This is an optimization exercise on Yosys and OpenROAD, whose aim is small area, not a production implementation.
Only the layout flow was run in this run; the RTL was not checked for function there.
Power is estimated from default activity; no workload was simulated.

File: flow/run.sh
#!/bin/bash
# synth_recipe.tcl (not shown) runs the flow's synth.tcl, then flattens the netlist and writes it again
# the make line also repeats each setting of config.mk as NAME=value (left out here)
make -C /OpenROAD-flow-scripts/flow DESIGN_CONFIG=/design/flow/config.mk WORK_HOME=/design/flow/orfs CLKGATE_MAP_FILE= SYNTH_SCRIPT=/design/flow/synth_recipe.tcl finish
File: flow/config.mk
export PLATFORM = sky130hd
export DESIGN_NAME = i2rtd_engine
export DESIGN_NICKNAME = i2rtd_engine
export VERILOG_FILES = /design/flow/design.v
export SDC_FILE = /design/flow/constraint.sdc
export NUM_CORES = 4
export LEC_CHECK = 0
export CAP_MARGIN = 20
export CORE_MARGIN = 2
export CORE_UTILIZATION = 40
export SLEW_MARGIN = 20
File: flow/constraint.sdc
create_clock -name core_clock -period 10.0 [get_ports {clk}]
set_input_delay 2.0000 -clock core_clock [delete_from_list [all_inputs] [get_ports {clk}]]
set_output_delay 2.0000 -clock core_clock [all_outputs]
set_load 0.01 [all_outputs]
File: flow/design.v
module i2rtd_engine (
    input  wire        clk,
    input  wire        rst,
    input  wire        ms_tick,
    input  wire        req_valid,
    output wire        req_ready,
    input  wire [7:0]  req_op,
    input  wire [16:0] req_start,
    input  wire [17:0] req_len,       
    input  wire [17:0] req_end,       
    input  wire        req_use_end,
    input  wire        req_pl_none,
    input  wire        req_halt,
    input  wire [7:0]  req_target,
    input  wire        req_on,
    input  wire        req_force,
    input  wire        pl_valid,
    input  wire [7:0]  pl_data,
    output wire        pl_ready,
    output reg         rd_valid,
    output reg  [7:0]  rd_data,
    output wire        resp_valid,
    output reg  [2:0]  resp_code,
    output reg         resp_bool,
    output reg         resp_mode,
    output reg         resp_k,
    output reg  [1:0]  resp_space,
    output reg         resp_bound,
    output reg  [18:0] resp_value,
    output reg  [15:0] resp_limit,
    output wire        bus_valid,
    output reg         bus_wr,
    output reg  [1:0]  bus_dev,
    output reg  [2:0]  bus_len,
    output reg  [39:0] bus_data,
    input  wire        bus_done,
    input  wire [1:0]  bus_status,
    input  wire [7:0]  bus_rdata
);
    localparam [1:0] DEV_ISP = 2'd0, DEV_DDC = 2'd1, DEV_DBG = 2'd2;
    localparam [2:0] R_OK = 3'd0, R_DEVUNR = 3'd1, R_PRECOND = 3'd2, R_INVSTATE = 3'd3,
                     R_RANGE = 3'd4, R_INVPL = 3'd5, R_TRANSPORT = 3'd6, R_REFUSED = 3'd7;
    localparam [31:0] DBG_ENABLE_SEQ  = {8'h21, 8'h4b, 8'h54, 8'h52};
    localparam [15:0] DBG_DISABLE_SEQ = {8'h59, 8'h42};
    localparam [6:0] T_MODE = 7'd50, T_HALT = 7'd100, T_SETTLE = 7'd10;
    localparam [5:0]
        S_CTOR      = 6'd0,
        S_CTOR_D    = 6'd1,
        S_IDLE      = 6'd2,
        S_DECODE    = 6'd3,
        S_BUS       = 6'd4,
        S_DELAY     = 6'd5,
        S_RESP      = 6'd6,
        S_DEAD      = 6'd7,
        S_OK        = 6'd8,
        S_OKCHK     = 6'd9,
        S_Q_ISP     = 6'd10,
        S_ISPSET_Q  = 6'd11,
        S_Q_DBG     = 6'd12,
        S_RST2      = 6'd13,
        S_SD_START  = 6'd14,
        S_SD_PROBED = 6'd15,
        S_SD_CHK    = 6'd16,
        S_SD_SEQ    = 6'd17,
        S_SD_SEQD   = 6'd18,
        S_GUARD     = 6'd19,
        S_GUARD_PRB = 6'd20,
        S_GUARD_OK  = 6'd21,
        S_ISPG      = 6'd22,
        S_HALTOP_D  = 6'd23,
        S_GEXIT     = 6'd24,
        S_VALID     = 6'd25,
        S_VALID2    = 6'd26,
        S_HOPEN_D   = 6'd27,
        S_XSTART    = 6'd28,
        S_XFER      = 6'd29,
        S_PL        = 6'd30,
        S_XCMD      = 6'd31,
        S_XCMD_D    = 6'd32,
        S_XDATA     = 6'd33,
        S_XDATA_D   = 6'd34,
        S_XNEXT     = 6'd35,
        S_HCLOSE    = 6'd36,
        S_HCLOSE_D  = 6'd37,
        S_AFTER_CLS = 6'd38,
        S_XEND      = 6'd39;
    reg [5:0]  state;
    reg [5:0]  ret;
    reg        halted;
    reg        auto_en;
    reg        dead;
    reg [7:0]  op;
    reg [16:0] start;
    reg [17:0] len;
    reg [17:0] endv_in;
    reg        use_end;
    reg        pl_none;
    reg        halt_op;
    reg [7:0]  target;
    reg        on_op;
    reg        force_op;
    reg        auto_taken;
    reg        bracket;
    reg        pend_err;
    reg        pend_k;
    reg        sd_on;
    reg        sd_force;
    reg [5:0]  sd_ret;
    reg [18:0] eff_len;
    reg [16:0] n_left;
    reg [15:0] cur_addr;
    reg [7:0]  pv;
    reg [6:0]  dly_cnt;
    reg        bus_isdata;
    reg [1:0]  bst;
    reg [7:0]  brd;
    reg        resp_pulse;
    assign req_ready  = (state == S_IDLE);
    assign bus_valid  = (state == S_BUS);
    assign pl_ready   = (state == S_PL);
    assign resp_valid = resp_pulse;
    wire [1:0] space    = op[5:4];                
    wire       is_range = (space != 2'd3) && (op[7:6] == 2'b00) && (op[3:0] >= 4'd1) && (op[3:0] <= 4'd3);
    wire       is_write = (op[3:0] == 4'd2);
    wire       is_dump  = (op[3:0] == 4'd3);
    wire       is_ctl   = (op[7:4] == 4'h3) && (op[3:0] <= 4'd6);
    wire       op_valid = is_range || is_ctl;
    wire signed [19:0] s_start   = {3'b000, start};
    wire signed [19:0] s_len     = {{2{len[17]}}, len};
    wire signed [19:0] s_endin   = {{2{endv_in[17]}}, endv_in};
    wire signed [19:0] s_efflen  = {eff_len[18], eff_len};
    wire signed [19:0] s_end     = s_start + s_efflen - 20'sd1;
    wire        [15:0] win_max   = (space == 2'd0) ? 16'h00ff : 16'hffff;
    wire signed [19:0] s_max     = {4'b0000, win_max};
    wire bus_err  = (bst != 2'd0);
    wire bst_k    = (bst != 2'd1);                
    task issue;
        input [1:0]  dev;
        input        wr;
        input [2:0]  blen;
        input [39:0] data;
        input        isdata;
        input [5:0]  nxt;
        begin
            bus_dev    <= dev;
            bus_wr     <= wr;
            bus_len    <= blen;
            bus_data   <= data;
            bus_isdata <= isdata;
            ret        <= nxt;
            state      <= S_BUS;
        end
    endtask
    task delay;
        input [6:0] ms;
        input [5:0] nxt;
        begin
            dly_cnt <= ms;
            ret     <= nxt;
            state   <= S_DELAY;
        end
    endtask
    task respond;
        input [2:0] code;
        begin
            resp_code <= code;
            state     <= S_RESP;
        end
    endtask
    task respond_transport;
        input k;
        begin
            resp_k    <= k;
            resp_code <= R_TRANSPORT;
            state     <= S_RESP;
        end
    endtask
    task range_err;
        input        bound;
        input [18:0] value;
        input [15:0] limit;
        begin
            resp_space <= space;
            resp_bound <= bound;
            resp_value <= value;
            resp_limit <= limit;
            resp_code  <= R_RANGE;
            state      <= S_RESP;
        end
    endtask
    always @(posedge clk) begin
        if (rst) begin
            state      <= S_CTOR;
            halted     <= 1'b0;
            auto_en    <= 1'b0;
            dead       <= 1'b0;
            resp_pulse <= 1'b0;
            rd_valid   <= 1'b0;
        end else begin
            resp_pulse <= 1'b0;
            rd_valid   <= 1'b0;
            case (state)
            S_CTOR: begin
                resp_bool  <= 1'b0;
                resp_mode  <= 1'b0;
                resp_k     <= 1'b0;
                resp_space <= 2'd0;
                resp_bound <= 1'b0;
                resp_value <= 19'd0;
                resp_limit <= 16'd0;
                issue(DEV_ISP, 1'b1, 3'd0, 40'd0, 1'b0, S_CTOR_D);
            end
            S_CTOR_D: begin
                halted  <= 1'b0;
                auto_en <= 1'b0;
                if (!bus_err) begin
                    respond(R_OK);
                end else begin
                    dead <= 1'b1;
                    if (bst == 2'd1) begin
                        respond(R_DEVUNR);
                    end else begin
                        respond_transport(1'b1);
                    end
                end
            end
            S_IDLE: begin
                if (req_valid) begin
                    op       <= req_op;
                    start    <= req_start;
                    len      <= req_len;
                    endv_in  <= req_end;
                    use_end  <= req_use_end;
                    pl_none  <= req_pl_none;
                    halt_op  <= req_halt;
                    target   <= req_target;
                    on_op       <= req_on;
                    force_op    <= req_force;
                    state    <= S_DECODE;
                end
            end
            S_DECODE: begin
                auto_taken <= 1'b0;
                bracket    <= 1'b0;
                pend_err   <= 1'b0;
                resp_bool  <= 1'b0;
                resp_mode  <= 1'b0;
                resp_k     <= 1'b0;
                resp_space <= 2'd0;
                resp_bound <= 1'b0;
                resp_value <= 19'd0;
                resp_limit <= 16'd0;
                if (!op_valid || (use_end && !is_dump)) begin
                    respond(R_REFUSED);
                end else if (is_range) begin
                    if (space == 2'd0)
                        issue(DEV_ISP, 1'b1, 3'd1, {32'd0, 8'h6f}, 1'b0, S_ISPG);
                    else
                        state <= S_GUARD;
                end else begin
                    case (op[3:0])
                    4'h0: issue(DEV_ISP, 1'b1, 3'd1, {32'd0, 8'h6f}, 1'b0, S_Q_ISP);
                    4'h1: begin
                        if (force_op)
                            issue(DEV_ISP, 1'b0, 3'd2, {24'd0, on_op, 7'd0, 8'h6f}, 1'b0, S_OKCHK);
                        else
                            issue(DEV_ISP, 1'b1, 3'd1, {32'd0, 8'h6f}, 1'b0, S_ISPSET_Q);
                    end
                    4'h2: issue(DEV_DBG, 1'b1, 3'd0, 40'd0, 1'b0, S_Q_DBG);
                    4'h3: begin
                        sd_on    <= on_op;
                        sd_force <= force_op;
                        sd_ret   <= S_OK;
                        state    <= S_SD_START;
                    end
                    4'h4: begin
                        auto_en <= on_op;
                        state   <= S_OK;
                    end
                    4'h5: issue(DEV_ISP, 1'b0, 3'd2, {24'd0, 8'h80, 8'h6f}, 1'b0, S_RST2);
                    default: state <= S_GUARD;      
                    endcase
                end
            end
            S_OK: respond(R_OK);
            S_OKCHK: begin
                if (bus_err) respond_transport(bst_k);
                else         respond(R_OK);
            end
            S_Q_ISP: begin
                if (bus_err) begin
                    respond_transport(bst_k);
                end else begin
                    resp_bool <= brd[7];
                    respond(R_OK);
                end
            end
            S_ISPSET_Q: begin
                if (bus_err)
                    respond_transport(bst_k);
                else if (brd[7] == on_op)
                    respond(R_OK);
                else
                    issue(DEV_ISP, 1'b0, 3'd2, {24'd0, on_op, 7'd0, 8'h6f}, 1'b0, S_OKCHK);
            end
            S_Q_DBG: begin
                if (bst == 2'd0) begin
                    resp_bool <= 1'b1;
                    respond(R_OK);
                end else if (bst == 2'd1) begin
                    resp_bool <= 1'b0;
                    respond(R_OK);
                end else begin
                    respond_transport(1'b1);
                end
            end
            S_RST2: begin
                if (bus_err) respond_transport(bst_k);
                else issue(DEV_ISP, 1'b0, 3'd2, {24'd0, 8'h03, 8'hee}, 1'b0, S_OKCHK);
            end
            S_SD_START: begin
                if (!sd_force) issue(DEV_DBG, 1'b1, 3'd0, 40'd0, 1'b0, S_SD_PROBED);
                else           state <= S_SD_CHK;
            end
            S_SD_PROBED: begin
                if (bst[1])
                    respond_transport(1'b1);
                else if ((bst == 2'd0) == sd_on)
                    state <= sd_ret;
                else
                    state <= S_SD_CHK;
            end
            S_SD_CHK: begin
                if (!sd_on && halted) respond(R_INVSTATE);
                else delay(T_MODE, S_SD_SEQ);
            end
            S_SD_SEQ: begin
                if (sd_on) issue(DEV_DDC, 1'b0, 3'd4, {8'd0, DBG_ENABLE_SEQ}, 1'b0, S_SD_SEQD);
                else       issue(DEV_DBG, 1'b0, 3'd2, {24'd0, DBG_DISABLE_SEQ}, 1'b0, S_SD_SEQD);
            end
            S_SD_SEQD: begin
                if (bus_err) respond_transport(bst_k);
                else delay(T_MODE, sd_ret);
            end
            S_GUARD: begin
                auto_taken <= auto_en;
                if (auto_en) begin
                    sd_on    <= 1'b1;
                    sd_force <= 1'b0;
                    sd_ret   <= S_GUARD_OK;
                    state    <= S_SD_START;
                end else begin
                    issue(DEV_DBG, 1'b1, 3'd0, 40'd0, 1'b0, S_GUARD_PRB);
                end
            end
            S_GUARD_PRB: begin
                if (bst == 2'd0) begin
                    state <= S_GUARD_OK;
                end else if (bst == 2'd1) begin
                    resp_mode <= 1'b1;
                    respond(R_PRECOND);
                end else begin
                    respond_transport(1'b1);
                end
            end
            S_GUARD_OK: begin
                if (op == 8'h36) issue(DEV_DBG, 1'b0, 3'd2, {24'd0, 7'd0, on_op, 8'h80}, 1'b0, S_HALTOP_D);
                else             state <= S_VALID;
            end
            S_ISPG: begin
                if (bus_err) begin
                    respond_transport(bst_k);
                end else if (brd[7]) begin
                    state <= S_VALID;
                end else begin
                    resp_mode <= 1'b0;
                    respond(R_PRECOND);
                end
            end
            S_HALTOP_D: begin
                if (bus_err) begin
                    respond_transport(bst_k);
                end else begin
                    halted <= on_op;
                    delay(T_HALT, S_GEXIT);
                end
            end
            S_GEXIT: begin
                if (auto_taken) begin
                    sd_on    <= 1'b0;
                    sd_force <= 1'b0;
                    sd_ret   <= S_OK;
                    state    <= S_SD_START;
                end else begin
                    state <= S_OK;
                end
            end
            S_VALID: begin
                if (is_write && pl_none) begin
                    respond(R_INVPL);
                end else begin
                    if (is_dump && use_end)
                        eff_len <= s_endin[18:0] - s_start[18:0] + 19'd1;
                    else
                        eff_len <= s_len[18:0];
                    state <= S_VALID2;
                end
            end
            S_VALID2: begin
                if (s_start > s_max) begin
                    range_err(1'b0, s_start[18:0], win_max);
                end else if (s_end < 20'sd0) begin
                    range_err(1'b1, s_end[18:0], 16'd0);
                end else if (s_end > s_max) begin
                    range_err(1'b1, s_end[18:0], win_max);
                end else begin
                    n_left   <= s_efflen > 20'sd0 ? eff_len[16:0] : 17'd0;
                    cur_addr <= start[15:0];
                    if (space != 2'd0 && halt_op)
                        issue(DEV_DBG, 1'b0, 3'd2, {24'd0, 8'h01, 8'h80}, 1'b0, S_HOPEN_D);
                    else
                        state <= S_XSTART;
                end
            end
            S_HOPEN_D: begin
                if (bus_err) begin
                    respond_transport(bst_k);
                end else begin
                    halted  <= 1'b1;
                    bracket <= 1'b1;
                    delay(T_HALT, S_XSTART);
                end
            end
            S_XSTART: begin
                if (n_left == 17'd0) state <= S_XEND;
                else                 state <= S_XFER;
            end
            S_XEND: begin
                if (bracket) state <= S_HCLOSE;
                else         state <= S_GEXIT;
            end
            S_XFER: begin
                if (is_write) state <= S_PL;
                else          state <= S_XCMD;
            end
            S_PL: begin
                if (pl_valid) begin
                    pv    <= pl_data;
                    state <= S_XCMD;
                end
            end
            S_XCMD: begin
                case (space)
                2'd0: begin
                    if (is_write) issue(DEV_ISP, 1'b0, 3'd2, {24'd0, pv, cur_addr[7:0]}, 1'b0, S_XCMD_D);
                    else          issue(DEV_ISP, 1'b0, 3'd1, {32'd0, cur_addr[7:0]}, 1'b0, S_XCMD_D);
                end
                2'd1: begin
                    if (is_write) issue(DEV_DBG, 1'b0, 3'd4, {8'd0, pv, cur_addr[15:8], cur_addr[7:0], 8'h3b}, 1'b0, S_XCMD_D);
                    else          issue(DEV_DBG, 1'b0, 3'd3, {16'd0, cur_addr[15:8], cur_addr[7:0], 8'h3a}, 1'b0, S_XCMD_D);
                end
                default: begin
                    if (is_write) issue(DEV_DBG, 1'b0, 3'd5, {cur_addr[15:8], pv, target, cur_addr[7:0], 8'h04}, 1'b0, S_XCMD_D);
                    else          issue(DEV_DBG, 1'b0, 3'd5, {cur_addr[15:8], 8'h00, target, cur_addr[7:0], 8'h44}, 1'b0, S_XCMD_D);
                end
                endcase
            end
            S_XCMD_D: begin
                if (bus_err) begin
                    if (bracket) begin
                        pend_err <= 1'b1;
                        pend_k   <= bst_k;
                        state    <= S_HCLOSE;
                    end else begin
                        respond_transport(bst_k);
                    end
                end else if (space == 2'd2) begin
                    delay(halt_op ? T_SETTLE : (T_SETTLE + T_SETTLE), S_XDATA);
                end else if (space == 2'd1 && !halt_op) begin
                    delay(T_SETTLE, S_XDATA);
                end else begin
                    state <= S_XDATA;
                end
            end
            S_XDATA: begin
                if (is_write) state <= S_XNEXT;
                else issue((space == 2'd0) ? DEV_ISP : DEV_DBG, 1'b1, 3'd0, 40'd0, 1'b1, S_XDATA_D);
            end
            S_XDATA_D: begin
                if (bus_err) begin
                    if (bracket) begin
                        pend_err <= 1'b1;
                        pend_k   <= bst_k;
                        state    <= S_HCLOSE;
                    end else begin
                        respond_transport(bst_k);
                    end
                end else begin
                    state <= S_XNEXT;
                end
            end
            S_XNEXT: begin
                n_left   <= n_left - 17'd1;
                cur_addr <= cur_addr + 16'd1;
                state    <= S_XSTART;
            end
            S_HCLOSE: begin
                bracket <= 1'b0;
                issue(DEV_DBG, 1'b0, 3'd2, {24'd0, 8'h00, 8'h80}, 1'b0, S_HCLOSE_D);
            end
            S_HCLOSE_D: begin
                if (bus_err) begin
                    respond_transport(bst_k);
                end else begin
                    halted <= 1'b0;
                    delay(T_HALT, S_AFTER_CLS);
                end
            end
            S_AFTER_CLS: begin
                if (pend_err) respond_transport(pend_k);
                else          state <= S_GEXIT;
            end
            S_BUS: begin
                if (bus_done) begin
                    bst   <= bus_status;
                    brd   <= bus_rdata;
                    state <= ret;
                    if (bus_isdata && bus_status == 2'd0) begin
                        rd_valid <= 1'b1;
                        rd_data  <= bus_rdata;
                    end
                end
            end
            S_DELAY: begin
                if (ms_tick) begin
                    dly_cnt <= dly_cnt - 7'd1;
                    if (dly_cnt == 7'd1) state <= ret;
                end
            end
            S_RESP: begin
                resp_pulse <= 1'b1;
                state      <= dead ? S_DEAD : S_IDLE;
            end
            S_DEAD: state <= S_DEAD;
            default: state <= S_CTOR;
            endcase
        end
    end
endmodule
==> run summary <==
## flip-flops by register name, summed over array words and instances, names as in the netlist, 7 cells and up
signal	flops
dly_cnt	7
rd_data	8
op	8
cur_addr	16
eff_len	19
resp_value	19
n_left	17
endv_in	18
len	18
start	17
bus_data	40
pv	8
target	8
## path summary, 6_finish.rpt
| check | from | end | cells past startpoint |
|---|---|---|---|
| max | start[1] | bus_data[35] | 21 |
| min | halted | halted | 2 |
| max reg2reg | start[1] | bus_data[35] | 21 |
| min reg2reg | halted | halted | 2 |
## per-layer routing
| metal | vias to the layer above | part of all wire (%) |
|---|---|---|
| met1 | 6381 | 44 |
| li1 | 6147 | - |
| met5 | - | 0 |
| met2 | 586 | 46 |
| met3 | 121 | 6.9 |
| met4 | 0 | 4.0 |
## cells by family after synthesis
kind of cell / count (synthesis) / share of synthesized area [%]
muxes: 11 / 0.744
adders and majority gates: 91 / 7.37
buffers and inverters: 201 / 5.30
AOI/OAI and AO/OA: 409 / 17.3
xor gates and xnor gates: 62 / 3.47
and+or+nand+nor: 543 / 17.7
DFF: 254 / 48.0
## cell usage after synthesis, types with 12 or more instances
cell	instances
a21oi_1	90
edfxtp_1	243
xnor2_1	37
nor2b_1	22
nand3_1	47
nand4_1	12
and2_1	16
and3_1	37
a31oi_1	12
xor2_1	25
o21ai_0	112
buf_4	14
nor4_1	20
a211oi_1	21
nor3_1	46
a21o_1	14
o21bai_1	12
or3_1	15
nand2b_1	28
nand2_1	136
clkbuf_1	79
ha_1	89
nor2_1	108
o22ai_1	16
inv_1	101
a22oi_1	16
## layout make-up
type | instances | share of cell area, %
multi-input combinational | 1116 | 38.7
timing repair buffer | 224 | 11.4
clock buffer | 35 | 3.92
clock inverter | 18 | 1.13
sequential | 254 | 39.4
tap | 518 | 3.40
inverter | 101 | 1.99
## cells in the final DEF, fill, tap and decap left out, types with 37 or more instances in the layout
master / Yosys / routed
nand3_1: 47 / 47
xnor2_1: 37 / 37
nor2_1: 108 / 108
clkdlybuf4s50_1: 0 / 200
ha_1: 89 / 89
nor3_1: 46 / 45
a21oi_1: 90 / 89
nand2_1: 136 / 136
inv_1: 101 / 101
o21ai_0: 112 / 112
edfxtp_1: 243 / 243
## worst register-to-register path, delay by kind of cell (launching register included)
family | cells | cell delay, ns
fa+ha+maj | 4 | 1.22
compound gates | 6 | 1.70
simple gates | 6 | 1.41
buf+inv | 4 | 0.70
flops | 1 | 0.38
xor+xnor | 1 | 0.20
## power by group through the flow
stage | logic [mW] | clock network [mW] | registers [mW]
global placement | 1.33 | 0 | 1.49
finish | 1.35 | 1.09 | 1.47
CTS | 1.34 | 1.12 | 1.47
detailed placement | 1.33 | 0 | 1.49
global route | 1.44 | 1.16 | 1.48
floorplan | 0.693 | 0 | 1.53
## through the flow
stage	cells	total power [mW]
finish	2266	3.92
global route	2266	4.08
CTS	2266	3.92
detailed placement	2213	2.82
global placement	2213	2.82
floorplan	1571	2.22
==> results.toml <==
[detailed_routing]
post_drt_wl_per_cell_um = 23.0
first_pass_iters = 6
first_iter_violations = 1469
route.antenna.remaining_nets = 0
route.vias.total = 13200
drt-total-wl_um = 52200
drt_drc_violations_left = 0
routed_via_density = 5.84

[power]
leakagePower_nw = 7.03
seq_power_share_pct = 37.5
power.clock.fraction_pct = 27.9
p_sw_share_pct = 34.4
cell_internal_pwr_mw = 2.57
ir_drop_mv = 0.125
p_sw_mw = 1.35
p_comb_share_pct = 34.6
power_density_nw_per_um2 = 205

[place]
dpl_cell_area_um2 = 18100
placed_wire_length_estimate_um = 38900
port-buffer-count = 200
place_congestion = 0.944
place_worst_setup_slack_ns = 4.02

[clock_network]
clock_tree.buffer_depth = 3
cts_setup_buffers = 0
numClockSinks = 254
cts-resized-gates = 0
cts_buffers = 29
worst_skew_pair.late_latency_ns = 0.58
cts.hold.buffers_added = 0
path_clk_slew_ns = 0.06
ctsRootBufferMaster = "clkbuf_16"
cts_tree = "yes"
cts_htree_levels = 1

[timing]
worst_case_hold_slack_ns = 0.495
timing_worst_slew_pin_value_ns = 1.11
final_min_period_over_clock_period_pct = 60.4
clock.fmax_mhz = 166
period_minus_slack_ns = 6.04
timing.final.setup_violations = 0
timing.clock.skew_ns = 0.0239
timing.setup.tns_ns = 0
final.setup.worst_slack_ns = 3.96
grt_setup_unrepaired = "false"
finalHoldViolations = 0
final-max-slew-violation-count = 0
maxSlewHeadroom_pct = 23.9

[global_routing]
grt.total_usage_pct = 25.4
grt_util_met3_pct = 3.40
grt_max_degree = 61
aggregate_global_routing_overflow = 0
gr-usage-met2_pct = 40.8
antenna_found_initial = 0
grt_busiest_layer = "met2"
first_global_vias = 12900
use_met1_pct = 35.4
grt_pass1_wl_um = 79600

[synth]
mapped_avg_cell_area_um2 = 9.96
synth_enable_flop_cells = 243
yosys_top_cell_area_share_pct = 46.6
post_synth_inst_count = 1571
ys.flop_type = "edfxtp_1"
ys_warn_count = 1
synth.largest_area_cell = "edfxtp_1"
synth_seq_cells = 254
syn_nets = 1760
syn_area_um2 = 15600
post_synth_arst_share_pct = 0
seq_area_frac_synth_pct = 48.0
number_of_distinct_library_cell_variants_in_the_gate_level_netlist_after_synthesis = 92
post_synth_main_area_contributors = "edfxtp_1 (47%), ha_1 (7.1%), o21ai_0 (3.6%), nand2_1 (3.3%), a21oi_1 (2.9%)"

[die]
fp.dieArea_um2 = 40700
initial_utilization_pct = 40.5
core_um2 = 38600
die_w_um = 202
rows = 72
io_pins = 201
die_y_extent_um = 202

[worst_setup_path]
worst_setup_path_start_kind = "flop"
required_ns = 10.21
path_delay_family = "compound AO/OA/AOI/OAI gates"
worst-r2r-setup-slack_ns = 3.96
timing.setup.critical_path_class = "reg2reg"
worstPathBufferInverterCount = 4
slowest_stage = "or4_4"
worstPathArrival_ns = 6.25
crit_path_max_incr_delay_ns = 0.61
critical_path.max_fanout = 43
worstPathCellList = "inv_1 > ha_1 > inv_1 > ha_1 > fa_1 > a211oi_1 > o21ai_1 > a31o_2 > a2111oi_4 > or2_2 > xor2_1 > inv_1 > ha_1 > nand4_1 > nor3_1 > nand4_1 > nor4_1 > o22ai_1 > or4_4 > o31ai_4 > buf_4"
critical_path.endpoint_type = "flop"

[layout]
fillerInstances = 3620
utilization_pct = 49.3
multi_input_area_um2 = 7380
syn2layout_area_growth_pct = 21.9
seqCellArea_um2 = 7520
design_area_um2 = 19100
insertedDiodeCount = 0
total_number_of_nets_in_the_final_design = 1915
fraction_of_layout_cells_with_a_size_suffix_above_1_pct = 7.04

[min_path]
timing.hold.worst.class = "reg2reg"

[flow_run]
max-cap-violations = 0

[status]
outcome = "no timing/DRC/antenna violations"

[what the ideal ports hide]
In the flow no input, the clock included, has a driving cell. The finished layout below was timed again as built, in two steps.
Step 1, drivers: a clkbuf_16 drives clk and a buf_2 each remaining input, both assumed.
Step 2 times the ports against the registers' clock, not the clock port: input delays grow and output delays shrink by t, the midpoint of the rising clock arrivals with the driver on.
Three values: ideal, step 1, step 2; two values: the first two.
t (ns): 0.617
setup WS [ns]: 3.958 / 3.958 / 3.958
worst setup path at the end: register to register
clock arrival spread, ns: 0.024 / 0.024
worst slew at a driven data input, ns: 0.08
After both steps setup and hold are still met in this run. The setup slack of this run moves by 0.000 ns with the drivers and by 0.000 ns with both steps.
